What follows belongs to an exercise in optimizing a design on an open flow for small area and few clock cycles; a production flow would make more cautious choices. Only simulation tests tie the RTL to the original design; equivalence was not proved.

==> flow/design.v <==
module oscillator_bank_renderer (
    input  wire        clk,
    input  wire        rst,
    input  wire        cmd_valid,
    output wire        cmd_ready,
    input  wire [31:0] cmd_word,
    output wire        rsp_valid,
    input  wire        rsp_ready,
    output wire [31:0] rsp_data,
    output wire        smp_valid,
    input  wire        smp_ready,
    output wire [7:0]  smp_data
);
    localparam [4:0]  AMP_MAX   = 5'd16;
    localparam [15:0] SLICE_LEN = 16'd4;
    localparam [3:0] OP_NOP = 4'h0, OP_WRL = 4'h1, OP_WRH = 4'h2, OP_RD = 4'h3,
                     OP_PLAY = 4'h4, OP_CENV = 4'h5, OP_RFORM = 4'h6,
                     OP_RFRIC = 4'h7, OP_RSIL = 4'h8, OP_RESET = 4'hF;
    localparam [1:0] SRC_SIL = 2'd0, SRC_ASP = 2'd1, SRC_FRIC = 2'd2, SRC_BUZZ = 2'd3;
    localparam [1:0] K_SIL = 2'd0, K_FORM = 2'd1, K_FRIC = 2'd2;
    localparam [1:0] S_IDLE = 2'd0, S_RESP = 2'd1, S_RUN = 2'd2;
    localparam [1:0] R_OFF = 2'd0, R_FIRST = 2'd1, R_EMIT = 2'd2;
    logic [6:0][15:0] osc_freq;
    logic [6:0][15:0] osc_phase;
    logic [6:0][1:0]  osc_tmb;     
    logic [6:0][4:0]  osc_amp;     
    logic [2:0][31:0] fosc_freq;
    logic [2:0][31:0] fosc_phase;
    logic [3:0][15:0] start_r;
    logic [3:0][15:0] end_r;
    logic [3:0][15:0] cur;
    logic             psync;
    logic [1:0]       timbre;
    logic             st_ill;
    logic             st_ovf;
    logic [3:0]       st_cause;
    logic [31:0]      badcmd;
    logic [1:0]       st;
    logic [7:0]       rsp_reg;     
    logic             rsp_zero;    
    logic [1:0]       rstate;      
    logic [1:0]       rkind;
    logic [17:0]      rcnt;        
    logic signed [7:0] out_r;
    logic             eng;         
    logic             pl_nr;       
    logic [1:0]       pl_src;
    logic [15:0]      pl_nm1;      
    logic [3:0]       g_upr;       
    logic [15:0]      pfin;        
    logic [3:0][15:0] cur_nx;      
    logic             nx_ok;       
    logic [15:0]      pl_left;     
    logic             cur_ok;      
    logic [3:0]       gq_ok;       
    logic [3:0][15:0] gl_q;        
    logic [3:0][15:0] gl_r;        
    logic [3:0][15:0] gl_acc;      
    assign cmd_ready = (st == S_IDLE);
    assign rsp_valid = (st == S_RESP);
    assign smp_valid = (rstate == R_EMIT);
    assign smp_data  = out_r;
    wire [3:0]  op    = cmd_word[31:28];
    wire [7:0]  regn  = cmd_word[27:20];
    wire [15:0] imm   = cmd_word[15:0];
    wire [1:0]  c_src = cmd_word[17:16];
    function automatic f_sec(input [7:0] r);
        f_sec = (r >= 8'h10) && (r <= 8'h1B);
    endfunction
    function automatic f_osc(input [7:0] r);
        f_osc = (r >= 8'h20) && (r <= 8'h3B) && (r[1:0] != 2'd3);
    endfunction
    function automatic f_fosc(input [7:0] r);
        f_fosc = (r >= 8'h40) && (r <= 8'h45);
    endfunction
    wire is_start_end_cur = f_sec(regn);
    wire is_osc  = f_osc(regn);
    wire is_fosc = f_fosc(regn);
    wire reg_impl = (regn <= 8'h03) || is_start_end_cur || is_osc || is_fosc;
    wire [2:0] osc_j  = regn[4:2];
    wire [1:0] fosc_k = regn[2:1];
    reg mbz_fail;
    always @(*) begin
        case (op)
            OP_NOP, OP_RESET:        mbz_fail = (cmd_word[27:0] != 28'd0);
            OP_WRL, OP_WRH:          mbz_fail = (cmd_word[19:16] != 4'd0);
            OP_RD:                   mbz_fail = (cmd_word[19:0] != 20'd0);
            OP_PLAY:                 mbz_fail = (cmd_word[27:18] != 10'd0);
            OP_CENV:                 mbz_fail = (cmd_word[27:18] != 10'd0) || (cmd_word[15:0] != 16'd0);
            OP_RFORM, OP_RFRIC, OP_RSIL: mbz_fail = (cmd_word[27:16] != 12'd0);
            default:                 mbz_fail = 1'b0;
        endcase
    end
    wire op_reserved = (op >= 4'h9) && (op <= 4'hE);
    wire op_regacc   = (op == OP_WRL) || (op == OP_WRH) || (op == OP_RD);
    wire acc_fail    = ((op == OP_WRL) && ((regn == 8'h02) || (regn == 8'h03))) ||
                       ((op == OP_WRH) && !is_fosc);
    wire val_fail    = (op == OP_WRL) &&
                       (((regn == 8'h00) && (imm[15:3] != 13'd0)) ||
                        ((regn == 8'h01) && (imm[15:2] != 14'd0)) ||
                        (is_osc && (regn[1:0] == 2'd2) &&
                         ((imm[15:8] != 8'd0) || (imm[5:0] > 6'd16))));
    reg [3:0] cause;
    always @(*) begin
        if (op_reserved)                cause = 4'd1;
        else if (mbz_fail)              cause = 4'd2;
        else if (op_regacc && !reg_impl) cause = 4'd3;
        else if (acc_fail)              cause = 4'd4;
        else if (val_fail)              cause = 4'd5;
        else                            cause = 4'd0;
    end
    function automatic [16:0] radd(input [15:0] a, input [15:0] b, input ci);
        reg c;
        integer i;
        begin
            c = ci;
            for (i = 0; i < 16; i = i + 1) begin
                radd[i] = a[i] ^ b[i] ^ c;
                c = (a[i] & b[i]) | ((a[i] ^ b[i]) & c);
            end
            radd[16] = c;
        end
    endfunction
    wire accept = (st == S_IDLE) && cmd_valid;
    wire legal  = (cause == 4'd0);
    wire [2:0] rs_j = rsp_reg[4:2];
    wire [1:0] rs_k = rsp_reg[2:1];
    reg [31:0] rd_val;
    always @(*) begin
        rd_val = 32'd0;
        if (rsp_zero)                rd_val = 32'd0;
        else if (rsp_reg == 8'h00)   rd_val = {29'd0, timbre, psync};
        else if (rsp_reg == 8'h01)   rd_val = {24'd0, st_cause, 2'b00, st_ovf, st_ill};
        else if (rsp_reg == 8'h02)   rd_val = {16'd0, SLICE_LEN};
        else if (rsp_reg == 8'h03)   rd_val = badcmd;
        else if (f_sec(rsp_reg)) begin
            case (rsp_reg[3:2])
                2'd0:    rd_val = {16'd0, start_r[rsp_reg[1:0]]};
                2'd1:    rd_val = {16'd0, end_r[rsp_reg[1:0]]};
                default: rd_val = {16'd0, cur[rsp_reg[1:0]]};
            endcase
        end else if (f_osc(rsp_reg)) begin
            case (rsp_reg[1:0])
                2'd0:    rd_val = {16'd0, osc_freq[rs_j]};
                2'd1:    rd_val = {16'd0, osc_phase[rs_j]};
                default: rd_val = {24'd0, osc_tmb[rs_j], 1'b0, osc_amp[rs_j]};
            endcase
        end else if (f_fosc(rsp_reg)) begin
            rd_val = rsp_reg[0] ? fosc_phase[rs_k] : fosc_freq[rs_k];
        end
    end
    assign rsp_data = rd_val;
    logic [6:0][15:0] ph_next;
    logic [6:0][4:0]  l_mag;      
    logic [6:0]       l_neg;
    logic [2:0][31:0] fph_next;
    logic [2:0][4:0]  n_mag;      
    logic [2:0]       n_neg;
    logic [2:0][4:0]  f_mag;      
    logic [2:0]       f_neg;
    genvar g;
    generate
        for (g = 0; g < 7; g = g + 1) begin : g_osc
            wire [4:0] mg;
            wire       ng;
            assign ph_next[g] = osc_phase[g] + osc_freq[g];
            obr_buzz_rom u_buzz (
                .timbre (osc_tmb[g]),
                .amp    (osc_amp[g]),
                .idx    (ph_next[g][15:11]),
                .neg    (ng),
                .mag    (mg)
            );
            wire z = (osc_freq[g] == 16'd0);
            assign l_mag[g] = z ? 5'd0 : mg;
            assign l_neg[g] = ng & ~z;
        end
        for (g = 0; g < 3; g = g + 1) begin : g_fosc
            wire [4:0] mg;
            wire       ng;
            assign fph_next[g] = fosc_phase[g] + fosc_freq[g];
            obr_noise_rom u_noise (
                .idx    (fph_next[g][31:26]),
                .neg    (ng),
                .mag    (mg)
            );
            wire z = (fosc_freq[g] == 32'd0);
            assign n_mag[g] = mg;
            assign n_neg[g] = ng;
            assign f_mag[g] = z ? 5'd0 : mg;
            assign f_neg[g] = ng & ~z;
        end
    endgenerate
    function automatic [15:0] sx(input s, input [4:0] m);    
        sx = {16{s}} ^ {11'd0, m};
    endfunction
    wire [16:0] fs_a = radd(sx(l_neg[1], l_mag[1]), sx(l_neg[2], l_mag[2]), l_neg[1]);
    wire [16:0] fs_b = radd(sx(l_neg[3], l_mag[3]), sx(l_neg[4], l_mag[4]), l_neg[3]);
    wire [16:0] fs_c = radd(sx(l_neg[5], l_mag[5]), sx(l_neg[6], l_mag[6]), l_neg[5]);
    wire [16:0] fs_d = radd(fs_a[15:0], fs_b[15:0], l_neg[2]);
    wire [16:0] fs_e = radd(fs_c[15:0], sx(l_neg[0], l_mag[0]), l_neg[4]);
    wire [16:0] fs_f = radd(fs_d[15:0], fs_e[15:0], l_neg[6]);
    wire [16:0] fs_g = radd(fs_f[15:0], 16'd0, l_neg[0]);
    wire [8:0]  form_sum = fs_g[8:0];
    wire        form_ovf = form_sum[8] ^ form_sum[7];
    wire [4:0]  am_b = l_mag[0];
    wire [4:0]  am_m = n_mag[0];
    wire [16:0] am_1 = radd({11'd0, am_b & {5{am_m[0]}}}, {10'd0, am_b & {5{am_m[1]}}, 1'b0}, 1'b0);
    wire [16:0] am_2 = radd({9'd0, am_b & {5{am_m[2]}}, 2'd0}, {8'd0, am_b & {5{am_m[3]}}, 3'd0}, 1'b0);
    wire [16:0] am_3 = radd(am_1[15:0], am_2[15:0], 1'b0);
    wire [16:0] am_p = radd(am_3[15:0], {7'd0, am_b & {5{am_m[4]}}, 4'd0}, 1'b0);    
    wire        am_n = l_neg[0] ^ n_neg[0];
    wire [2:0]  am_fl = am_p[9:7];
    wire [16:0] am_ce = radd({13'd0, am_p[9:7]}, 16'd0, |am_p[6:0]);         
    wire [16:0] am_ng = radd(~am_ce[15:0], 16'd0, 1'b1);
    wire [15:0] am_mix = am_n ? am_ng[15:0] : {13'd0, am_fl};
    wire [16:0] fr_a = radd(sx(f_neg[0], f_mag[0]), sx(f_neg[1], f_mag[1]), f_neg[0]);
    wire [16:0] fr_b = radd(sx(f_neg[2], f_mag[2]), am_mix, f_neg[1]);
    wire [16:0] fr_c = radd(fr_a[15:0], fr_b[15:0], f_neg[2]);
    wire [7:0]  fric_sum = fr_c[7:0];
    logic [3:0][15:0] seg_s, seg_e, g_dist, cur_init, cur_next, acc_next;
    logic [3:0]       g_up;
    wire  [15:0]      imm_m1 = radd(imm, 16'hFFFF, 1'b0);
    always @(*) begin
        for (int c = 0; c < 4; c++) begin
            logic [16:0] mid, d_es, d_se, asum, adiff, cn;
            logic        cy;
            seg_s[c]    = (start_r[c] == 16'd0) ? end_r[c] : start_r[c];
            seg_e[c]    = (end_r[c] == 16'd0) ? start_r[c] : end_r[c];
            d_es        = radd(seg_e[c], ~seg_s[c], 1'b1);
            d_se        = radd(seg_s[c], ~seg_e[c], 1'b1);
            g_up[c]     = d_es[16];
            g_dist[c]   = g_up[c] ? d_es[15:0] : d_se[15:0];
            mid         = radd(seg_s[c], seg_e[c], 1'b0);
            cur_init[c] = (imm == 16'd1) ? mid[16:1] : seg_s[c];
            asum        = radd(gl_acc[c], gl_r[c], 1'b0);
            adiff       = radd(asum[15:0], ~pl_nm1, 1'b1);
            cy          = asum[16] | adiff[16];
            acc_next[c] = cy ? adiff[15:0] : asum[15:0];
            cn          = radd(cur_nx[c], gl_q[c] ^ {16{~g_upr[c]}}, cy ^ ~g_upr[c]);
            cur_next[c] = cn[15:0];
        end
    end
    logic [3:0]       u_ld, u_env, u_busy, u_last, u_mute, u_job;   
    logic [3:0][15:0] u_x, u_dld, u_d, u_q, u_r, u_nq, u_nr, u_hp;
    logic [3:0][3:0]  u_ahi;
    obr_divg u_div0 (
        .clk    (clk),
        .rst    (rst),
        .ld     (u_ld[0]),
        .x      (u_x[0]),
        .d      (pl_nm1),
        .qr     (u_q[0]),
        .rem    (u_r[0]),
        .busy   (u_busy[0]),
        .last_q (u_last[0]),
        .nq     (u_nq[0]),
        .nrem   (u_nr[0])
    );
    assign u_mute[0] = 1'b0;
    assign u_ahi[0]  = 4'd0;
    assign u_hp[0]   = 16'd0;
    assign u_d[0]    = pl_nm1;
    generate
        for (g = 1; g < 4; g = g + 1) begin : g_div
            localparam [4:0] WK = (g == 1) ? 5'd16 : (g == 2) ? 5'd12 : 5'd9;
            obr_divu #(.W(WK)) u_div (
                .clk    (clk),
                .rst    (rst),
                .ld     (u_ld[g]),
                .ld_env (u_env[g]),
                .x      (u_x[g]),
                .d_ld   (u_dld[g]),
                .d      (u_d[g]),
                .p      (pfin),
                .qr     (u_q[g]),
                .rem    (u_r[g]),
                .hp     (u_hp[g]),
                .ahi    (u_ahi[g]),
                .mute   (u_mute[g]),
                .busy   (u_busy[g]),
                .last_q (u_last[g]),
                .nq     (u_nq[g]),
                .nrem   (u_nr[g])
            );
            assign u_d[g] = u_job[g] ? pl_nm1 : cur[0];
        end
    endgenerate
    wire pl_buzz   = (pl_src == SRC_BUZZ);
    wire env_ready = !pl_buzz || (!(|u_busy[3:1]) && !(|u_job[3:1]));
    wire rend_last = (rstate == R_EMIT) && (rcnt == 18'd1) && smp_ready;
    wire rend_keep = (rstate == R_EMIT) && ((rcnt == 18'd2 && smp_ready) || (rcnt == 18'd1 && !smp_ready));
    wire rend_free = (rstate == R_OFF) || rend_last || rend_keep;
    wire w_go      = (st == S_RUN) && eng && (pl_left != 16'd0) && cur_ok && env_ready &&
                     (pl_nr || rend_free);
    wire more      = (pl_left != 16'd1);
    wire g_at_w    = w_go && more && nx_ok;
    wire g_late    = (st == S_RUN) && eng && (pl_left != 16'd0) && !cur_ok && nx_ok &&
                     !(pl_buzz && (|u_busy[3:1]));
    wire nx_adv    = (st == S_RUN) && eng && !pl_nr && !nx_ok && (&gq_ok);
    wire g_go      = g_at_w || g_late;
    wire adv       = (rstate == R_FIRST) || ((rstate == R_EMIT) && smp_ready && (rcnt != 18'd1));
    wire a_play    = accept && legal && (op == OP_PLAY) && (imm != 16'd0) && (c_src != SRC_SIL);
    wire a_cenv    = accept && legal && (op == OP_CENV) && (c_src == SRC_BUZZ);
    always @(*) begin
        for (int c = 0; c < 4; c++) begin
            u_ld[c]  = 1'b0;
            u_env[c] = 1'b0;
            u_x[c]   = g_dist[c];
            u_dld[c] = cur[0];
            if (a_play) begin
                if (c != 0 && c_src == SRC_BUZZ) begin
                    u_ld[c]  = 1'b1;
                    u_env[c] = 1'b1;
                    u_x[c]   = cur_init[c];
                    u_dld[c] = cur_init[0];
                end else begin
                    u_ld[c]  = (imm != 16'd1);
                end
            end else if (c != 0 && a_cenv) begin
                u_ld[c]  = 1'b1;
                u_env[c] = 1'b1;
                u_x[c]   = cur[c];
            end else if (c != 0 && pl_buzz && g_go) begin
                u_ld[c]  = 1'b1;
                u_env[c] = 1'b1;
                u_x[c]   = cur_nx[c];
                u_dld[c] = cur_nx[0];
            end else if (c != 0 && pl_buzz && w_go && more && !gq_ok[c]) begin
                u_ld[c]  = 1'b1;
            end
        end
    end
    logic [3:1][15:0] k_flo, k_fhi, k_plo, k_phi;
    logic [3:1][4:0]  k_alo, k_ahi;
    always @(*) begin
        for (int k = 1; k < 4; k++) begin
            logic [4:0]  wk;
            logic [16:0] t1, t2, t3;
            wk       = (k == 1) ? 5'd16 : (k == 2) ? 5'd12 : 5'd9;
            t1       = radd(cur[k], ~u_r[k], 1'b1);
            t2       = radd(t1[15:0], cur[0], 1'b0);
            t3       = radd(u_hp[k], pfin, 1'b0);
            k_flo[k] = t1[15:0];
            k_fhi[k] = t2[15:0];
            k_plo[k] = u_hp[k];
            k_phi[k] = t3[15:0];
            k_ahi[k] = u_mute[k] ? 5'd0 : {1'b0, u_ahi[k]};
            k_alo[k] = u_mute[k] ? 5'd0 : (wk - {1'b0, u_ahi[k]});
        end
    end
    wire [16:0] pfin_nx  = radd(pfin, {cur[0][13:0], 2'b00}, 1'b0);
    wire [16:0] left_dec = radd(pl_left, 16'hFFFF, 1'b0);
    wire [16:0] rc_lo    = radd(rcnt[15:0], 16'hFFFF, 1'b0);
    wire [16:0] rc_hi    = radd({14'd0, rcnt[17:16]}, 16'hFFFF, rc_lo[16]);
    wire [17:0] rcnt_dec = {rc_hi[1:0], rc_lo[15:0]};
    always @(posedge clk) begin
        for (int c = 0; c < 4; c++) begin
            if (u_ld[c]) u_job[c] <= !u_env[c];
            if (u_job[c] && u_last[c] && !u_ld[c]) begin
                gl_q[c]  <= u_nq[c];
                gl_r[c]  <= u_nr[c];
                gq_ok[c] <= 1'b1;
            end
        end
        if (rst || (accept && op == OP_RESET && legal)) begin
            osc_freq   <= '0;
            osc_phase  <= '0;
            osc_tmb    <= '0;
            osc_amp    <= '0;
            fosc_freq  <= '0;
            fosc_phase <= '0;
            start_r    <= '0;
            end_r      <= '0;
            cur        <= '0;
            psync      <= 1'b1;
            timbre     <= 2'd0;
            st_ill     <= 1'b0;
            st_ovf     <= 1'b0;
            st_cause   <= 4'd0;
            badcmd     <= 32'd0;
            st         <= S_IDLE;
            rstate     <= R_OFF;
            eng        <= 1'b0;
        end else begin
            if (accept) begin
                if (!legal) begin
                    if (!st_ill) begin
                        st_ill   <= 1'b1;
                        st_cause <= cause;
                        badcmd   <= cmd_word;
                    end
                    if (op == OP_RD) begin
                        rsp_zero <= 1'b1;
                        st       <= S_RESP;
                    end
                end else begin
                    case (op)
                    OP_WRL: begin
                        if (regn == 8'h00) begin
                            psync  <= imm[0];
                            timbre <= imm[2:1];
                        end else if (regn == 8'h01) begin
                            if (imm[0]) begin
                                st_ill   <= 1'b0;
                                st_cause <= 4'd0;
                                badcmd   <= 32'd0;
                            end
                            if (imm[1]) st_ovf <= 1'b0;
                        end else if (is_start_end_cur) begin
                            case (regn[3:2])
                                2'd0:    start_r[regn[1:0]] <= imm;
                                2'd1:    end_r[regn[1:0]]   <= imm;
                                default: cur[regn[1:0]]     <= imm;
                            endcase
                        end else if (is_osc) begin
                            case (regn[1:0])
                                2'd0:    osc_freq[osc_j]  <= imm;
                                2'd1:    osc_phase[osc_j] <= imm;
                                default: begin
                                    osc_tmb[osc_j] <= imm[7:6];
                                    osc_amp[osc_j] <= imm[4:0];
                                end
                            endcase
                        end else if (is_fosc) begin
                            if (regn[0]) fosc_phase[fosc_k][15:0] <= imm;
                            else         fosc_freq[fosc_k][15:0]  <= imm;
                        end
                    end
                    OP_WRH: begin
                        if (regn[0]) fosc_phase[fosc_k][31:16] <= imm;
                        else         fosc_freq[fosc_k][31:16]  <= imm;
                    end
                    OP_RD: begin
                        rsp_zero <= 1'b0;
                        st       <= S_RESP;
                    end
                    OP_CENV: begin
                        if (c_src != SRC_SIL) begin
                            st      <= S_RUN;
                            eng     <= 1'b1;
                            pl_nr   <= 1'b1;
                            pl_src  <= c_src;
                            pl_left <= 16'd1;
                            cur_ok  <= 1'b1;
                            pfin    <= osc_phase[0];
                        end
                    end
                    OP_RFORM, OP_RFRIC, OP_RSIL: begin
                        if (imm != 16'd0) begin
                            st    <= S_RUN;
                            eng   <= 1'b0;
                            rcnt  <= {2'd0, imm};
                            if (op == OP_RSIL) begin
                                rkind  <= K_SIL;
                                out_r  <= 8'sd0;
                                rstate <= R_EMIT;
                            end else begin
                                rkind  <= (op == OP_RFORM) ? K_FORM : K_FRIC;
                                rstate <= R_FIRST;
                            end
                        end
                    end
                    OP_PLAY: begin
                        if (imm != 16'd0) begin
                            st <= S_RUN;
                            if (c_src == SRC_SIL) begin
                                eng    <= 1'b0;
                                rkind  <= K_SIL;
                                rcnt   <= {imm, 2'b00};
                                out_r  <= 8'sd0;
                                rstate <= R_EMIT;
                            end else begin
                                eng     <= 1'b1;
                                pl_nr   <= 1'b0;
                                pl_src  <= c_src;
                                pl_nm1  <= imm_m1;
                                g_upr   <= g_up;
                                pfin    <= osc_phase[0];
                                pl_left <= imm;
                                cur_ok  <= 1'b1;
                                gq_ok   <= 4'd0;
                                cur     <= cur_init;
                                cur_nx  <= cur_init;
                                nx_ok   <= 1'b0;
                                gl_acc  <= '0;
                            end
                        end
                    end
                    default: ;    
                    endcase
                end
            end
            if (st == S_RESP && rsp_ready) st <= S_IDLE;
            if (adv) begin
                case (rkind)
                K_FORM: begin
                    osc_phase <= ph_next;
                    out_r     <= form_sum[7:0];
                    if (form_ovf) st_ovf <= 1'b1;
                end
                K_FRIC: begin
                    osc_phase[0] <= ph_next[0];
                    fosc_phase   <= fph_next;
                    out_r        <= fric_sum;
                end
                default: out_r <= 8'sd0;
                endcase
            end
            if (rstate == R_FIRST) rstate <= R_EMIT;
            if (rstate == R_EMIT && smp_ready) rcnt <= rcnt_dec[17:0];
            if (rend_last && !w_go) begin
                rstate <= R_OFF;
                if (!eng || pl_left == 16'd0) st <= S_IDLE;
            end
            if (g_go) begin
                for (int c = 0; c < 4; c++)
                    if (!(c == 0 && pl_src == SRC_ASP)) cur[c] <= cur_nx[c];
                cur_ok <= 1'b1;
            end
            if (g_go || nx_adv) begin
                cur_nx <= cur_next;
                gl_acc <= acc_next;
                nx_ok  <= 1'b1;
            end
            if (w_go) begin
                pl_left <= left_dec[15:0];
                pfin    <= pfin_nx[15:0];
                if (more && !g_at_w) cur_ok <= 1'b0;
                if (pl_src == SRC_ASP) begin
                    cur[0]      <= 16'd0;
                    osc_freq[0] <= 16'd0;
                    osc_tmb[0]  <= timbre;
                    osc_amp[0]  <= 5'd0;
                end else begin
                    osc_freq[0] <= cur[0];
                    osc_tmb[0]  <= timbre;
                    osc_amp[0]  <= (cur[0] != 16'd0) ? AMP_MAX : 5'd0;
                end
                if (pl_buzz) begin
                    for (int k = 1; k < 4; k++) begin
                        osc_freq[2*k-1] <= k_flo[k];
                        osc_freq[2*k]   <= k_fhi[k];
                        osc_tmb[2*k-1]  <= timbre;
                        osc_tmb[2*k]    <= timbre;
                        osc_amp[2*k-1]  <= k_alo[k];
                        osc_amp[2*k]    <= k_ahi[k];
                        if (psync) begin
                            osc_phase[2*k-1] <= k_plo[k];
                            osc_phase[2*k]   <= k_phi[k];
                        end
                    end
                end else begin
                    for (int k = 0; k < 3; k++)
                        fosc_freq[k] <= {4'd0, cur[k + 1], 12'd0};
                end
                if (pl_nr) begin
                    st <= S_IDLE;
                end else begin
                    if (rend_keep) begin
                        rstate <= R_EMIT;
                        rcnt   <= {2'd0, SLICE_LEN} + 18'd1;
                    end else begin
                        rstate <= R_FIRST;
                        rcnt   <= {2'd0, SLICE_LEN};
                    end
                    rkind  <= pl_buzz ? K_FORM : K_FRIC;
                end
            end
        end
    end
    always @(posedge clk) begin
        if (accept) rsp_reg <= regn;
    end
endmodule
module obr_divu #(
    parameter [4:0] W = 5'd16
) (
    input  wire        clk,
    input  wire        rst,
    input  wire        ld,         
    input  wire        ld_env,     
    input  wire [15:0] x,
    input  wire [15:0] d_ld,       
    input  wire [15:0] d,          
    input  wire [15:0] p,          
    output reg  [15:0] qr,         
    output reg  [15:0] rem,        
    output reg  [15:0] hp,         
    output reg  [3:0]  ahi,
    output reg         mute,
    output wire        busy,
    output wire        last_q,     
    output wire [15:0] nq,         
    output wire [15:0] nrem
);
    reg [2:0] cnt;    
    reg       ah;     
    reg       hv;     
    assign busy   = (cnt != 3'd0) || ah;
    assign last_q = (cnt == 3'd1);
    function automatic [16:0] dstep(input [15:0] r, input b, input [15:0] dv);
        reg [16:0] sh;
        reg [17:0] df;
        begin
            sh = {r, b};
            df = {1'b0, sh} - {2'b00, dv};
            dstep = df[17] ? {1'b0, sh[15:0]} : {1'b1, df[15:0]};
        end
    endfunction
    function automatic [16:0] radd(input [15:0] a, input [15:0] b, input ci);
        reg c;
        integer i;
        begin
            c = ci;
            for (i = 0; i < 16; i = i + 1) begin
                radd[i] = a[i] ^ b[i] ^ c;
                c = (a[i] & b[i]) | ((a[i] ^ b[i]) & c);
            end
            radd[16] = c;
        end
    endfunction
    wire [19:0] wr   = W * rem;
    wire        do_a = (cnt == 3'd0);
    wire [15:0] s_r0 = do_a ? wr[19:4] : rem;
    wire [3:0]  s_b  = do_a ? wr[3:0]  : qr[15:12];
    wire [16:0] s1 = dstep(s_r0,      s_b[3], d);
    wire [16:0] s2 = dstep(s1[15:0],  s_b[2], d);
    wire [16:0] s3 = dstep(s2[15:0],  s_b[1], d);
    wire [16:0] s4 = dstep(s3[15:0],  s_b[0], d);
    wire [3:0]  s_q = {s1[16], s2[16], s3[16], s4[16]};
    assign nq   = {qr[11:0], s_q};
    assign nrem = s4[15:0];
    wire [16:0] h1 = radd({hp[11:0], 4'd0}, qr[0] ? p : 16'd0, 1'b0);
    wire [16:0] h2 = radd(h1[15:0], qr[1] ? {p[14:0], 1'b0} : 16'd0, 1'b0);
    wire [16:0] h3 = radd(h2[15:0], qr[2] ? {p[13:0], 2'd0} : 16'd0, 1'b0);
    wire [16:0] h4 = radd(h3[15:0], qr[3] ? {p[12:0], 3'd0} : 16'd0, 1'b0);
    wire c1 = radd({4'd0, x[15:4]},   ~d_ld, 1'b1) >> 16;
    wire c2 = radd({8'd0, x[15:8]},   ~d_ld, 1'b1) >> 16;
    wire c3 = radd({12'd0, x[15:12]}, ~d_ld, 1'b1) >> 16;
    always @(posedge clk) begin
        if (rst) begin
            cnt <= 3'd0;
            ah  <= 1'b0;
            hv  <= 1'b0;
        end else if (ld) begin
            hp <= 16'd0;
            hv <= 1'b0;
            if (ld_env && (d_ld == 16'd0 || x == 16'd0)) begin
                rem  <= x;
                qr   <= 16'd0;
                cnt  <= 3'd0;
                ah   <= 1'b0;
                ahi  <= 4'd0;
                mute <= 1'b1;
            end else begin
                mute <= 1'b0;
                ah   <= ld_env;
                if (c3 || !ld_env) begin
                    rem <= 16'd0;             qr <= x;                cnt <= 3'd4;
                end else if (c2) begin
                    rem <= {12'd0, x[15:12]}; qr <= {x[11:0], 4'd0};  cnt <= 3'd3;
                end else if (c1) begin
                    rem <= {8'd0, x[15:8]};   qr <= {x[7:0], 8'd0};   cnt <= 3'd2;
                end else begin
                    rem <= {4'd0, x[15:4]};   qr <= {x[3:0], 12'd0};  cnt <= 3'd1;
                end
            end
        end else begin
            if (hv) hp <= h4[15:0];
            if (cnt != 3'd0) begin
                rem <= s4[15:0];
                qr  <= {qr[11:0], s_q};
                cnt <= cnt - 3'd1;
                hv  <= 1'b1;
            end else begin
                hv <= 1'b0;
                if (ah) begin
                    ahi <= s_q;
                    ah  <= 1'b0;
                end
            end
        end
    end
endmodule
module obr_divg (
    input  wire        clk,
    input  wire        rst,
    input  wire        ld,
    input  wire [15:0] x,
    input  wire [15:0] d,          
    output reg  [15:0] qr,
    output reg  [15:0] rem,
    output wire        busy,
    output wire        last_q,
    output wire [15:0] nq,
    output wire [15:0] nrem
);
    reg [3:0] cnt;
    assign busy   = (cnt != 4'd0);
    assign last_q = (cnt == 4'd1);
    function automatic [16:0] rstep(input [15:0] r, input b, input [15:0] dv);
        reg [16:0] sh;
        reg [16:0] nd;
        reg [16:0] df;
        reg        c;
        integer i;
        begin
            sh = {r, b};
            nd = ~{1'b0, dv};
            c  = 1'b1;
            for (i = 0; i < 17; i = i + 1) begin
                df[i] = sh[i] ^ nd[i] ^ c;
                c = (sh[i] & nd[i]) | ((sh[i] ^ nd[i]) & c);
            end
            rstep = c ? {1'b1, df[15:0]} : {1'b0, sh[15:0]};
        end
    endfunction
    wire [16:0] s1 = rstep(rem,      qr[15], d);
    wire [16:0] s2 = rstep(s1[15:0], qr[14], d);
    assign nq   = {qr[13:0], s1[16], s2[16]};
    assign nrem = s2[15:0];
    always @(posedge clk) begin
        if (rst) begin
            cnt <= 4'd0;
        end else if (ld) begin
            rem <= 16'd0;
            qr  <= x;
            cnt <= 4'd8;
        end else if (cnt != 4'd0) begin
            rem <= nrem;
            qr  <= nq;
            cnt <= cnt - 4'd1;
        end
    end
endmodule
module obr_buzz_rom (
    input  wire [1:0] timbre,
    input  wire [4:0] amp,       
    input  wire [4:0] idx,
    output wire       neg,       
    output wire [4:0] mag        
);
    function automatic [9:0] radd9(input [8:0] x, input [8:0] y);
        reg c;
        integer i;
        begin
            c = 1'b0;
            for (i = 0; i < 9; i = i + 1) begin
                radd9[i] = x[i] ^ y[i] ^ c;
                c = (x[i] & y[i]) | ((x[i] ^ y[i]) & c);
            end
            radd9[9] = c;
        end
    endfunction
    reg [3:0] m;
    reg       s;
    always @(*) begin
        case (idx)
            5'd0: begin m = 4'd0; s = 1'b0; end
            5'd1: begin m = 4'd1; s = 1'b0; end
            5'd2: begin m = 4'd2; s = 1'b0; end
            5'd3: begin m = 4'd3; s = 1'b0; end
            5'd4: begin m = 4'd4; s = 1'b0; end
            5'd5: begin m = 4'd5; s = 1'b0; end
            5'd6: begin m = 4'd6; s = 1'b0; end
            5'd7: begin m = 4'd7; s = 1'b0; end
            5'd8: begin m = 4'd8; s = 1'b0; end
            5'd9: begin m = 4'd7; s = 1'b0; end
            5'd10: begin m = 4'd6; s = 1'b0; end
            5'd11: begin m = 4'd5; s = 1'b0; end
            5'd12: begin m = 4'd4; s = 1'b0; end
            5'd13: begin m = 4'd3; s = 1'b0; end
            5'd14: begin m = 4'd2; s = 1'b0; end
            5'd15: begin m = 4'd1; s = 1'b0; end
            5'd16: begin m = 4'd0; s = 1'b0; end
            5'd17: begin m = 4'd1; s = 1'b1; end
            5'd18: begin m = 4'd2; s = 1'b1; end
            5'd19: begin m = 4'd3; s = 1'b1; end
            5'd20: begin m = 4'd4; s = 1'b1; end
            5'd21: begin m = 4'd5; s = 1'b1; end
            5'd22: begin m = 4'd6; s = 1'b1; end
            5'd23: begin m = 4'd7; s = 1'b1; end
            5'd24: begin m = 4'd8; s = 1'b1; end
            5'd25: begin m = 4'd7; s = 1'b1; end
            5'd26: begin m = 4'd6; s = 1'b1; end
            5'd27: begin m = 4'd5; s = 1'b1; end
            5'd28: begin m = 4'd4; s = 1'b1; end
            5'd29: begin m = 4'd3; s = 1'b1; end
            5'd30: begin m = 4'd2; s = 1'b1; end
            5'd31: begin m = 4'd1; s = 1'b1; end
        endcase
    end
    wire [3:0] a4 = amp[3:0];
    wire [9:0] r1 = radd9({5'd0, a4 & {4{m[0]}}}, {4'd0, a4 & {4{m[1]}}, 1'b0});
    wire [9:0] r2 = radd9(r1[8:0], {3'd0, a4 & {4{m[2]}}, 2'd0});
    wire [7:0] ma = amp[4] ? {m, 4'd0} : m[3] ? {1'b0, a4, 3'd0} : r2[7:0];
    wire [9:0] p3 = radd9({1'b0, ma}, {ma, 1'b0});    
    wire [4:0] p  = p3[8:4];
    assign mag = p >> timbre;
    assign neg = s;
endmodule
module obr_noise_rom (
    input  wire [5:0] idx,
    output reg        neg,
    output reg  [4:0] mag
);
    always @(*) begin
        case (idx)
            6'd0: begin neg = 1'b0; mag = 5'd6; end
            6'd1: begin neg = 1'b1; mag = 5'd5; end
            6'd2: begin neg = 1'b0; mag = 5'd8; end
            6'd3: begin neg = 1'b0; mag = 5'd17; end
            6'd4: begin neg = 1'b0; mag = 5'd3; end
            6'd5: begin neg = 1'b1; mag = 5'd6; end
            6'd6: begin neg = 1'b1; mag = 5'd2; end
            6'd7: begin neg = 1'b0; mag = 5'd14; end
            6'd8: begin neg = 1'b1; mag = 5'd9; end
            6'd9: begin neg = 1'b0; mag = 5'd0; end
            6'd10: begin neg = 1'b1; mag = 5'd8; end
            6'd11: begin neg = 1'b0; mag = 5'd6; end
            6'd12: begin neg = 1'b0; mag = 5'd12; end
            6'd13: begin neg = 1'b0; mag = 5'd15; end
            6'd14: begin neg = 1'b1; mag = 5'd15; end
            6'd15: begin neg = 1'b1; mag = 5'd3; end
            6'd16: begin neg = 1'b0; mag = 5'd20; end
            6'd17: begin neg = 1'b0; mag = 5'd3; end
            6'd18: begin neg = 1'b1; mag = 5'd2; end
            6'd19: begin neg = 1'b1; mag = 5'd11; end
            6'd20: begin neg = 1'b0; mag = 5'd16; end
            6'd21: begin neg = 1'b0; mag = 5'd10; end
            6'd22: begin neg = 1'b0; mag = 5'd0; end
            6'd23: begin neg = 1'b1; mag = 5'd8; end
            6'd24: begin neg = 1'b1; mag = 5'd13; end
            6'd25: begin neg = 1'b0; mag = 5'd18; end
            6'd26: begin neg = 1'b0; mag = 5'd16; end
            6'd27: begin neg = 1'b1; mag = 5'd19; end
            6'd28: begin neg = 1'b1; mag = 5'd14; end
            6'd29: begin neg = 1'b1; mag = 5'd13; end
            6'd30: begin neg = 1'b0; mag = 5'd1; end
            6'd31: begin neg = 1'b1; mag = 5'd11; end
            6'd32: begin neg = 1'b0; mag = 5'd11; end
            6'd33: begin neg = 1'b1; mag = 5'd6; end
            6'd34: begin neg = 1'b1; mag = 5'd11; end
            6'd35: begin neg = 1'b0; mag = 5'd15; end
            6'd36: begin neg = 1'b0; mag = 5'd15; end
            6'd37: begin neg = 1'b0; mag = 5'd2; end
            6'd38: begin neg = 1'b1; mag = 5'd4; end
            6'd39: begin neg = 1'b0; mag = 5'd17; end
            6'd40: begin neg = 1'b0; mag = 5'd0; end
            6'd41: begin neg = 1'b0; mag = 5'd3; end
            6'd42: begin neg = 1'b1; mag = 5'd3; end
            6'd43: begin neg = 1'b0; mag = 5'd0; end
            6'd44: begin neg = 1'b0; mag = 5'd4; end
            6'd45: begin neg = 1'b0; mag = 5'd8; end
            6'd46: begin neg = 1'b1; mag = 5'd14; end
            6'd47: begin neg = 1'b0; mag = 5'd1; end
            6'd48: begin neg = 1'b1; mag = 5'd3; end
            6'd49: begin neg = 1'b0; mag = 5'd10; end
            6'd50: begin neg = 1'b0; mag = 5'd7; end
            6'd51: begin neg = 1'b1; mag = 5'd5; end
            6'd52: begin neg = 1'b0; mag = 5'd16; end
            6'd53: begin neg = 1'b0; mag = 5'd0; end
            6'd54: begin neg = 1'b1; mag = 5'd13; end
            6'd55: begin neg = 1'b1; mag = 5'd1; end
            6'd56: begin neg = 1'b1; mag = 5'd20; end
            6'd57: begin neg = 1'b1; mag = 5'd7; end
            6'd58: begin neg = 1'b1; mag = 5'd17; end
            6'd59: begin neg = 1'b0; mag = 5'd8; end
            6'd60: begin neg = 1'b1; mag = 5'd2; end
            6'd61: begin neg = 1'b1; mag = 5'd11; end
            6'd62: begin neg = 1'b1; mag = 5'd7; end
            default: begin neg = 1'b1; mag = 5'd17; end
        endcase
    end
endmodule
==> flow/run.sh <==
#!/bin/bash
# synth_recipe.tcl (not shown) runs the flow's synth.tcl, then flattens the netlist and writes it again
# the make line also repeats each setting of config.mk as NAME=value (left out here)
make -C /OpenROAD-flow-scripts/flow DESIGN_CONFIG=/design/flow/config.mk WORK_HOME=/design/flow/orfs CLKGATE_MAP_FILE= SYNTH_SCRIPT=/design/flow/synth_recipe.tcl finish
==> flow/config.mk <==
export PLATFORM = sky130hd
export DESIGN_NAME = oscillator_bank_renderer
export DESIGN_NICKNAME = oscillator_bank_renderer
export VERILOG_FILES = /design/flow/design.v
export SDC_FILE = /design/flow/constraint.sdc
export NUM_CORES = 4
export LEC_CHECK = 0
export CAP_MARGIN = 20
export CORE_MARGIN = 2
export CORE_UTILIZATION = 40
export SLEW_MARGIN = 20
==> flow/constraint.sdc <==
create_clock -name core_clock -period 20.0 [get_ports {clk}]
set_input_delay 4.0000 -clock core_clock [delete_from_list [all_inputs] [get_ports {clk}]]
set_output_delay 4.0000 -clock core_clock [all_outputs]
set_load 0.01 [all_outputs]
==> results of run 1 <==
==> per-layer routing <==
metal	share of wire (%)	up-vias	routed length, µm	track usage (%)
met2	40	7132	208000	47.0
li1	-	48000	-	-
met3	13	1788	67500	11.8
met5	0.17	-	896	1.08
met4	7.9	42	41100	21.5
met1	38	53900	199000	42.5
==> cell families (layout without fill, tap and decap cells) <==
logic type | count (synthesis) | count (layout) | share of synthesized area (%)
AO/OA/AOI/OAI | 3764 | 3764 | 21.8
XOR/XNOR | 506 | 506 | 3.72
adder cells (fa/ha/maj) | 1558 | 1558 | 21.6
buffers and inverters | 2006 | 1911 | 6.41
flip-flops | 1269 | 1269 | 25.9
multiplexers | 624 | 624 | 6.61
other | 0 | 33 | 0
AND/OR/NAND/NOR | 3612 | 3612 | 14.0
==> final cells by class <==
class / instances / area, µm² / share of cell area [%]
Inverter: 1176 / 4410 / 3.39
Timing Repair Buffer: 441 / 3490 / 2.68
Multi-Input combinational cell: 10100 / 81100 / 62.3
Clock buffer: 234 / 4790 / 3.68
Sequential cell: 1269 / 30800 / 23.7
Antenna cell: 33 / 82.6 / 0.0635
Tap cell: 3939 / 4930 / 3.79
Clock inverter: 60 / 480 / 0.369
==> worst paths after layout <==
| check | from | to | slack (ns) | cells after the start |
|---|---|---|---|---|
| worst max-delay path | osc_freq[0] | out_r[7] | 2.82 | 60 |
| worst max register to register | osc_freq[0] | out_r[7] | 2.82 | 60 |
| worst min-delay path | u_div0.qr[2] | gl_q[4] | 0.44 | 0 |
| worst min register to register | u_div0.qr[2] | gl_q[4] | 0.44 | 0 |
==> stage by stage <==
| step | instances | utilization [%] | worst slack [ns] |
|---|---|---|---|
| 6_report | 17200 | 43.9 | 2.82 |
| 5_1_grt | 17200 | 43.8 | 1.87 |
| 4_1_cts | 17200 | 43.8 | 2.92 |
| 3_5_place_dp | 16900 | 42.0 | 2.96 |
| 3_3_place_gp | 16900 | 42.0 | 2.91 |
| 2_1_floorplan | 13300 | - | 4.22 |
==> worst register-to-register path: cells and delay by family (launching register included) <==
kind / cells / cell delay, ns
muxes: 2 / 0.35
and+or+nand+nor: 10 / 1.55
AOI/OAI and AO/OA: 8 / 2.11
xor gates and xnor gates: 2 / 0.30
adders and majority gates: 29 / 11.61
buffers and inverters: 9 / 0.64
DFF: 1 / 0.37
==> cells in the final DEF, fill, tap and decap left out, types with 101 or more instances in the layout <==
cell type	netlist	layout
a211oi_1	446	445
a21o_1	199	199
a21oi_1	803	793
a221oi_1	325	325
a22oi_1	234	234
a32oi_1	170	170
and2_1	210	209
buf_4	7	356
clkbuf_16	0	172
dfxtp_1	725	725
edfxtp_1	544	544
fa_1	838	838
ha_1	720	720
inv_1	1163	1161
mux2_2	167	167
mux2i_1	337	335
mux4_2	111	111
nand2_1	1025	1023
nand3_1	193	190
nor2_1	1249	1230
nor2b_1	104	101
nor3_1	239	232
nor4_1	134	132
o21ai_0	631	628
xnor2_1	292	292
xor2_1	214	214
==> impl_metrics.env, run 1 <==
export IMPL_yosysTopAreaCell="fa_1"
export IMPL_cp_common_cell="fa_1"
export IMPL_ys_top_cells_by_area="fa_1, edfxtp_1, dfxtp_1"
export IMPL_drc=0
export IMPL_rows=200
export IMPL_yosysWarnings=7
export IMPL_grtUsageTotal_pct=33.2
export IMPL_die_width_um=550
export IMPL_syn_inst=13300
export IMPL_design_area_mm2=0.130
export IMPL_fin_worst_skew_ns=0.0804
export IMPL_slew_viol_final=0
export IMPL_routedWlPerCell_um=30.0
export IMPL_root_buffer="clkbuf_16"
export IMPL_yosysSeqAreaShare_pct=25.9
export IMPL_synthTopCellsByCount="nor2_1, inv_1, nand2_1"
export IMPL_tightest_slew_ns=1.33
export IMPL_ios=80
export IMPL_core_area_mm2=0.297
export IMPL_globalplace_congestion=1.08
export IMPL_grt_max_degree=168
export IMPL_avgSynthCellArea_um2=8.93
export IMPL_routed_wl_mm=517
export IMPL_cts_made_buffers=165
export IMPL_drv_cap=0
export IMPL_nFillCells=29200
export IMPL_hold_viol=0
export IMPL_final_layout_size_suffix_gt1_share_pct=8.34
export IMPL_cts_setup_buffers=0
export IMPL_final_net_count=14700
export IMPL_setup_worst_path_end_class="flop"
export IMPL_critical_path_buf_inv_count=9
export IMPL_maxSlewHeadroom_pct=11.2
export IMPL_die_area_mm2=0.302
export IMPL_ys_seq_elements=1269
export IMPL_cpPeakStageDelay_ns=0.61
export IMPL_postPlaceCellArea_mm2=0.125
export IMPL_hold_path_class="flop to flop"
export IMPL_grt_setup_unrepaired="no"
export IMPL_grt_pass1_vias=103000
export IMPL_setup_tns_ns=0
export IMPL_viasPerCell=6.44
export IMPL_whs_ns=0.436
export IMPL_arrival_ns=17.78
export IMPL_first_pass_iters=15
export IMPL_clk_latency_ns=0.90
export IMPL_die_h_um=550
export IMPL_cts_max_path_buffers=4
export IMPL_cp_start_kind="flop"
export IMPL_status="no timing/DRC/antenna violations"
export IMPL_min_period_ns=17.18
export IMPL_syn_nets=14900
export IMPL_critical_path_top_delay_family="adder cells"
export IMPL_cts_htree_levels=4
export IMPL_grt_overflow=0
export IMPL_max_freq_ghz=0.0582
export IMPL_crit_type="flop to flop"
export IMPL_syn_area_mm2=0.119
export IMPL_setup_viol=0
export IMPL_vias=111000
export IMPL_fin_crit_sh_pct=85.9
export IMPL_yosysUniqueCellTypes=115
export IMPL_ys_flop_type="dfxtp_1"
export IMPL_cts_resized=0
export IMPL_antenna_found_initial=40
export IMPL_drtAntennaViolNets=0
export IMPL_synth_edff_count=544
export IMPL_cts_hold_buf=0
export IMPL_drt_iter0_drc=15600
export IMPL_cp_slowest_cell="o311ai_0"
export IMPL_yosysTopAreaCellShare_pct=14.1
export IMPL_yosysMostFrequentCell="nor2_1"
export IMPL_synthArstFlopShare_pct=0
export IMPL_port_buffers=79
export IMPL_dp_hpwl_mm=390
export IMPL_crit_required_ns=20.59
export IMPL_cts_sinks=1269
export IMPL_cts_tree="done"
export IMPL_grt_pass1_wl_mm=737
export IMPL_start_util_pct=40.2
export IMPL_area_growth_pct=9.17
export IMPL_path_clk_slew_ns=0.06
export IMPL_top_regs="osc_freq: 112 flops, osc_phase: 112 flops"
export IMPL_cp_max_fo=5
Testbench counts, summed over its fixed seeds: cycles 13,606.
==> inputs of run 2 (changes only) <==
--- a/flow/design.v
+++ b/flow/design.v
@@ -49,6 +49,6 @@
     logic [3:0]       g_upr;       
     logic [15:0]      pfin;        
-    logic [3:0][15:0] cur_nx;      
-    logic             nx_ok;       
+    logic [3:0]       gl_cy;       
+    logic             cy_ok;       
     logic [15:0]      pl_left;     
     logic             cur_ok;      
@@ -220,5 +220,5 @@
     wire [7:0]  fric_sum = fr_c[7:0];
     logic [3:0][15:0] seg_s, seg_e, g_dist, cur_init, cur_next, acc_next;
-    logic [3:0]       g_up;
+    logic [3:0]       g_up, cy_now;
     wire  [15:0]      imm_m1 = radd(imm, 16'hFFFF, 1'b0);
     always @(*) begin
@@ -234,9 +234,10 @@
             mid         = radd(seg_s[c], seg_e[c], 1'b0);
             cur_init[c] = (imm == 16'd1) ? mid[16:1] : seg_s[c];
-            asum        = radd(gl_acc[c], gl_r[c], 1'b0);
+            asum        = radd(gl_acc[c], (c == 0) ? u_r[0] : gl_r[c], 1'b0);
             adiff       = radd(asum[15:0], ~pl_nm1, 1'b1);
             cy          = asum[16] | adiff[16];
+            cy_now[c]   = cy;
             acc_next[c] = cy ? adiff[15:0] : asum[15:0];
-            cn          = radd(cur_nx[c], gl_q[c] ^ {16{~g_upr[c]}}, cy ^ ~g_upr[c]);
+            cn          = radd(cur[c], ((c == 0) ? u_q[0] : gl_q[c]) ^ {16{~g_upr[c]}}, gl_cy[c] ^ ~g_upr[c]);
             cur_next[c] = cn[15:0];
         end
@@ -245,23 +246,6 @@
     logic [3:0][15:0] u_x, u_dld, u_d, u_q, u_r, u_nq, u_nr, u_hp;
     logic [3:0][3:0]  u_ahi;
-    obr_divg u_div0 (
-        .clk    (clk),
-        .rst    (rst),
-        .ld     (u_ld[0]),
-        .x      (u_x[0]),
-        .d      (pl_nm1),
-        .qr     (u_q[0]),
-        .rem    (u_r[0]),
-        .busy   (u_busy[0]),
-        .last_q (u_last[0]),
-        .nq     (u_nq[0]),
-        .nrem   (u_nr[0])
-    );
-    assign u_mute[0] = 1'b0;
-    assign u_ahi[0]  = 4'd0;
-    assign u_hp[0]   = 16'd0;
-    assign u_d[0]    = pl_nm1;
     generate
-        for (g = 1; g < 4; g = g + 1) begin : g_div
+        for (g = 0; g < 4; g = g + 1) begin : g_div
             localparam [4:0] WK = (g == 1) ? 5'd16 : (g == 2) ? 5'd12 : 5'd9;
             obr_divu #(.W(WK)) u_div (
@@ -269,5 +253,5 @@
                 .rst    (rst),
                 .ld     (u_ld[g]),
-                .ld_env (u_env[g]),
+                .ld_env (g == 0 ? 1'b0 : u_env[g]),
                 .x      (u_x[g]),
                 .d_ld   (u_dld[g]),
@@ -295,8 +279,7 @@
                      (pl_nr || rend_free);
     wire more      = (pl_left != 16'd1);
-    wire g_at_w    = w_go && more && nx_ok;
-    wire g_late    = (st == S_RUN) && eng && (pl_left != 16'd0) && !cur_ok && nx_ok &&
+    wire g_at_w    = w_go && more && (&gq_ok) && cy_ok;
+    wire g_late    = (st == S_RUN) && eng && (pl_left != 16'd0) && !cur_ok && (&gq_ok) && cy_ok &&
                      !(pl_buzz && (|u_busy[3:1]));
-    wire nx_adv    = (st == S_RUN) && eng && !pl_nr && !nx_ok && (&gq_ok);
     wire g_go      = g_at_w || g_late;
     wire adv       = (rstate == R_FIRST) || ((rstate == R_EMIT) && smp_ready && (rcnt != 18'd1));
@@ -325,6 +308,6 @@
                 u_ld[c]  = 1'b1;
                 u_env[c] = 1'b1;
-                u_x[c]   = cur_nx[c];
-                u_dld[c] = cur_nx[0];
+                u_x[c]   = cur_next[c];
+                u_dld[c] = cur_next[0];
             end else if (c != 0 && pl_buzz && w_go && more && !gq_ok[c]) begin
                 u_ld[c]  = 1'b1;
@@ -356,9 +339,13 @@
     wire [17:0] rcnt_dec = {rc_hi[1:0], rc_lo[15:0]};
     always @(posedge clk) begin
+        gl_cy <= (&gq_ok) ? cy_now : 4'd0;
+        cy_ok <= !g_go;
         for (int c = 0; c < 4; c++) begin
             if (u_ld[c]) u_job[c] <= !u_env[c];
             if (u_job[c] && u_last[c] && !u_ld[c]) begin
-                gl_q[c]  <= u_nq[c];
-                gl_r[c]  <= u_nr[c];
+                if (c != 0) begin
+                    gl_q[c] <= u_nq[c];
+                    gl_r[c] <= u_nr[c];
+                end
                 gq_ok[c] <= 1'b1;
             end
@@ -482,6 +469,4 @@
                                 gq_ok   <= 4'd0;
                                 cur     <= cur_init;
-                                cur_nx  <= cur_init;
-                                nx_ok   <= 1'b0;
                                 gl_acc  <= '0;
                             end
@@ -516,11 +501,7 @@
             if (g_go) begin
                 for (int c = 0; c < 4; c++)
-                    if (!(c == 0 && pl_src == SRC_ASP)) cur[c] <= cur_nx[c];
-                cur_ok <= 1'b1;
-            end
-            if (g_go || nx_adv) begin
-                cur_nx <= cur_next;
+                    if (!(c == 0 && pl_src == SRC_ASP)) cur[c] <= cur_next[c];
                 gl_acc <= acc_next;
-                nx_ok  <= 1'b1;
+                cur_ok <= 1'b1;
             end
             if (w_go) begin
@@ -636,7 +617,7 @@
     wire [16:0] h3 = radd(h2[15:0], qr[2] ? {p[13:0], 2'd0} : 16'd0, 1'b0);
     wire [16:0] h4 = radd(h3[15:0], qr[3] ? {p[12:0], 3'd0} : 16'd0, 1'b0);
-    wire c1 = radd({4'd0, x[15:4]},   ~d_ld, 1'b1) >> 16;
-    wire c2 = radd({8'd0, x[15:8]},   ~d_ld, 1'b1) >> 16;
-    wire c3 = radd({12'd0, x[15:12]}, ~d_ld, 1'b1) >> 16;
+    wire c1 = ({4'd0, x[15:4]}   >= d_ld);
+    wire c2 = ({8'd0, x[15:8]}   >= d_ld);
+    wire c3 = ({12'd0, x[15:12]} >= d_ld);
     always @(posedge clk) begin
         if (rst) begin
==> run 2 against run 1 <==
- clock skew shrank 0.020 ns
- critical path depth grew 3
- hold slack gained 0.030 ns
- sequential cell count shrank 93
- synthesized area shrank 0.57%
- die area shrank 0.56%
- critical path type unchanged
- largest cell class unchanged
==> impl_metrics.env, run 2 <==
export IMPL_yosysSeqAreaShare_pct=23.6
export IMPL_use_met2_pct=49.6
export IMPL_reg2reg_slack_ns=2.42
export IMPL_drtAntennaViolNets=0
export IMPL_cp_max_fo=6
export IMPL_dp_hpwl_mm=388
export IMPL_syn_nets=15400
export IMPL_final_net_count=15200
export IMPL_synth_edff_count=447
export IMPL_grt_pass1_wl_mm=740
export IMPL_fin_crit_sh_pct=87.9
export IMPL_ios=80
export IMPL_use_met1_pct=42.6
export IMPL_grtUsageTotal_pct=33.4
export IMPL_ys_seq_elements=1176
export IMPL_cts_tree="done"
export IMPL_port_buffers=79
export IMPL_final_cells=17600
export IMPL_holdPathEnd="gl_q[28]"
export IMPL_rows=199
export IMPL_dpl_cell_count=17300
export IMPL_yosysTopAreaCellShare_pct=13.4
export IMPL_drt_iter0_drc=14900
export IMPL_drc=0
export IMPL_multi_input_area_mm2=0.0834
export IMPL_yosysMostFrequentCell="nor2_1"
export IMPL_crit_type="flop to flop"
export IMPL_max_freq_ghz=0.0569
export IMPL_drv_cap=0
export IMPL_routedWlPerCell_um=29.5
export IMPL_start_util_pct=40.3
export IMPL_grt_overflow=0
export IMPL_die_h_um=548
export IMPL_avgSynthCellArea_um2=8.61
export IMPL_cp_slowest_cell="fa_1"
export IMPL_grt_setup_unrepaired="no"
export IMPL_arrival_ns=18.23
export IMPL_cts_setup_buffers=0
export IMPL_setup_worst_path_end_class="flop"
export IMPL_setup_viol=0
export IMPL_cts_hold_buf=0
export IMPL_worstReg2RegEnd="out_r[7]"
export IMPL_root_buffer="clkbuf_16"
export IMPL_cp_common_cell="fa_1"
export IMPL_final_common_cell="nor2_1"
export IMPL_use_met3_pct=9.42
export IMPL_min_period_ns=17.58
export IMPL_regArea_mm2=0.0280
export IMPL_r2r_cells=63
export IMPL_syn_inst=13800
export IMPL_cts_htree_levels=4
export IMPL_crit_required_ns=20.64
export IMPL_slew_viol_final=0
export IMPL_syn_area_mm2=0.118
export IMPL_yosysUniqueCellTypes=118
export IMPL_vias=112000
export IMPL_synthTopCellsByCount="nor2_1, inv_1, nand2_1"
export IMPL_cts_made_buffers=157
export IMPL_top_regs="osc_freq: 112 flops, osc_phase: 112 flops"
export IMPL_cts_sinks=1176
export IMPL_antenna_found_initial=34
export IMPL_nFillCells=29200
export IMPL_globalplace_congestion=1.05
export IMPL_hold_path_class="flop to flop"
export IMPL_status="no timing/DRC/antenna violations"
export IMPL_layout_common_cells="nor2_1, inv_1, nand2_1"
export IMPL_cts_max_path_buffers=4
export IMPL_worstHoldPathCells=0
export IMPL_final_layout_size_suffix_gt1_share_pct=8.24
export IMPL_viasPerCell=6.34
export IMPL_first_pass_iters=7
export IMPL_ys_top_cells_by_area="fa_1, dfxtp_1, edfxtp_1"
export IMPL_die_width_um=548
export IMPL_setup_tns_ns=0
export IMPL_die_area_mm2=0.301
export IMPL_area_growth_pct=9.25
export IMPL_clk_latency_ns=0.93
export IMPL_grt_busiest_layer="met2"
export IMPL_cp_start_kind="flop"
export IMPL_yosysTopAreaCell="fa_1"
export IMPL_hold_start="g_div[1].u_div.qr[8]"
export IMPL_cpPeakStageDelay_ns=0.54
export IMPL_core_area_mm2=0.294
export IMPL_path_clk_slew_ns=0.06
export IMPL_grt_max_degree=161
export IMPL_hold_viol=0
export IMPL_routed_wl_mm=518
export IMPL_tightest_slew_ns=1.31
export IMPL_synthArstFlopShare_pct=0
export IMPL_grt_pass1_vias=105000
export IMPL_cts_resized=0
export IMPL_reg2reg_from="osc_freq[0]"
export IMPL_ys_flop_type="dfxtp_1"
export IMPL_fin_worst_skew_ns=0.0606
export IMPL_yosysWarnings=6
export IMPL_maxSlewHeadroom_pct=11.3
-- run 2: cell types whose count changed in the layout (fill, tap and decap cells not counted), sizes merged, moves of 48 or more --
| cell | before | now |
|---|---|---|
| a21oi | 804 | 1019 |
| nand3 | 195 | 346 |
| a32oi | 170 | 22 |
| ha | 720 | 819 |
| edfxtp | 544 | 447 |
| nor2 | 1253 | 1344 |
| nand2 | 1026 | 1109 |
| xnor2 | 292 | 371 |
| a21o | 199 | 271 |
| mux2i | 337 | 387 |
| nor2b | 104 | 154 |
| a211oi | 450 | 402 |
-- run 2: kinds of logic after synthesis --
| kind of cell | Yosys count | synth area share, % |
|---|---|---|
| AO/OA/AOI/OAI | 3760 | 21.3 |
| flip-flops | 1176 | 23.6 |
| XOR/XNOR | 542 | 4.01 |
| adder cells (fa/ha/maj) | 1615 | 22.1 |
| buffers and inverters | 1984 | 6.36 |
| multiplexers | 688 | 7.13 |
| AND/OR/NAND/NOR | 3992 | 15.5 |
-- run 2: stage by stage --
stage	hold WS, ns	setup slack [ns]	utilization (%)	area (µm²)
4_1_cts	0.464	2.48	43.9	129000
6_report	0.466	2.42	44.0	129000
2_1_floorplan	0.417	3.86	-	118000
3_5_place_dp	0.446	2.54	42.2	124000
5_1_grt	0.477	1.29	44.0	129000
3_3_place_gp	0.422	2.39	42.2	124000
-- run 2: worst max-delay path: cells and delay by family, from the launching register on --
kind / cells / cell delay (ns)
DFF: 1 / 0.45
muxes: 3 / 0.35
and+or+nand+nor: 8 / 1.20
buffers and inverters: 9 / 0.59
adders and majority gates: 30 / 11.92
xor gates and xnor gates: 2 / 0.27
AOI/OAI and AO/OA: 11 / 2.52
-- run 2: layout make-up --
cell class / instances / share of cell area [%]
multi-input cells: 10600 / 64.4
repair buffers: 462 / 2.84
clock inverters: 73 / 0.538
well taps: 3919 / 3.79
flip-flops and latches: 1176 / 21.6
diodes: 21 / 0.0406
inverters: 1128 / 3.27
clock buffers: 205 / 3.44
-- run 2: routing by layer --
layer / up-vias / wire length (µm)
li1: 48900 / -
met1: 54200 / 200000
met2: 6678 / 218000
met3: 1753 / 60000
met4: 20 / 39800
met5: - / 256
-- run 2: how the worst max path moves through the flow --
stage | startpoint | end | slack (ns)
floorplan | osc_freq[0] | out_r[7] | 3.86
global placement | osc_freq[0] | out_r[7] | 2.39
detailed placement | osc_freq[0] | out_r[7] | 2.54
CTS | osc_freq[0] | out_r[7] | 2.48
global route | osc_freq[0] | out_r[7] | 1.29
finish | osc_freq[0] | out_r[7] | 2.42
Testbench counts of run 2, summed over its fixed seeds: cycles 12,956.

-- re-timing with driven ports --
No port has a modelled driver above. Below, the same layouts with a new extraction and two added sets of constraints. Step 1 assumes that a clkbuf_16 drives the clock port and a buf_2 every other input. Step 2 moves the port delays by t, midway between the first and last clock arrival at a register: inputs arrive t later, outputs are due t later. That takes back most of the time a late clock gives input paths. Three values: ideal ports, drivers, drivers and shift; two values: the first two.
run	t (ns)	setup slack, ns	worst setup path after step 2	worst register clock-pin slew, ns	worst slew at a driven data input, ns
run 1	0.958	2.816 / 2.816 / 2.816	register to register	0.07 / 0.07	0.19
run 2	0.992	2.418 / 2.418 / 2.418	register to register	0.07 / 0.07	0.05
After both steps every run listed still meets setup and hold.
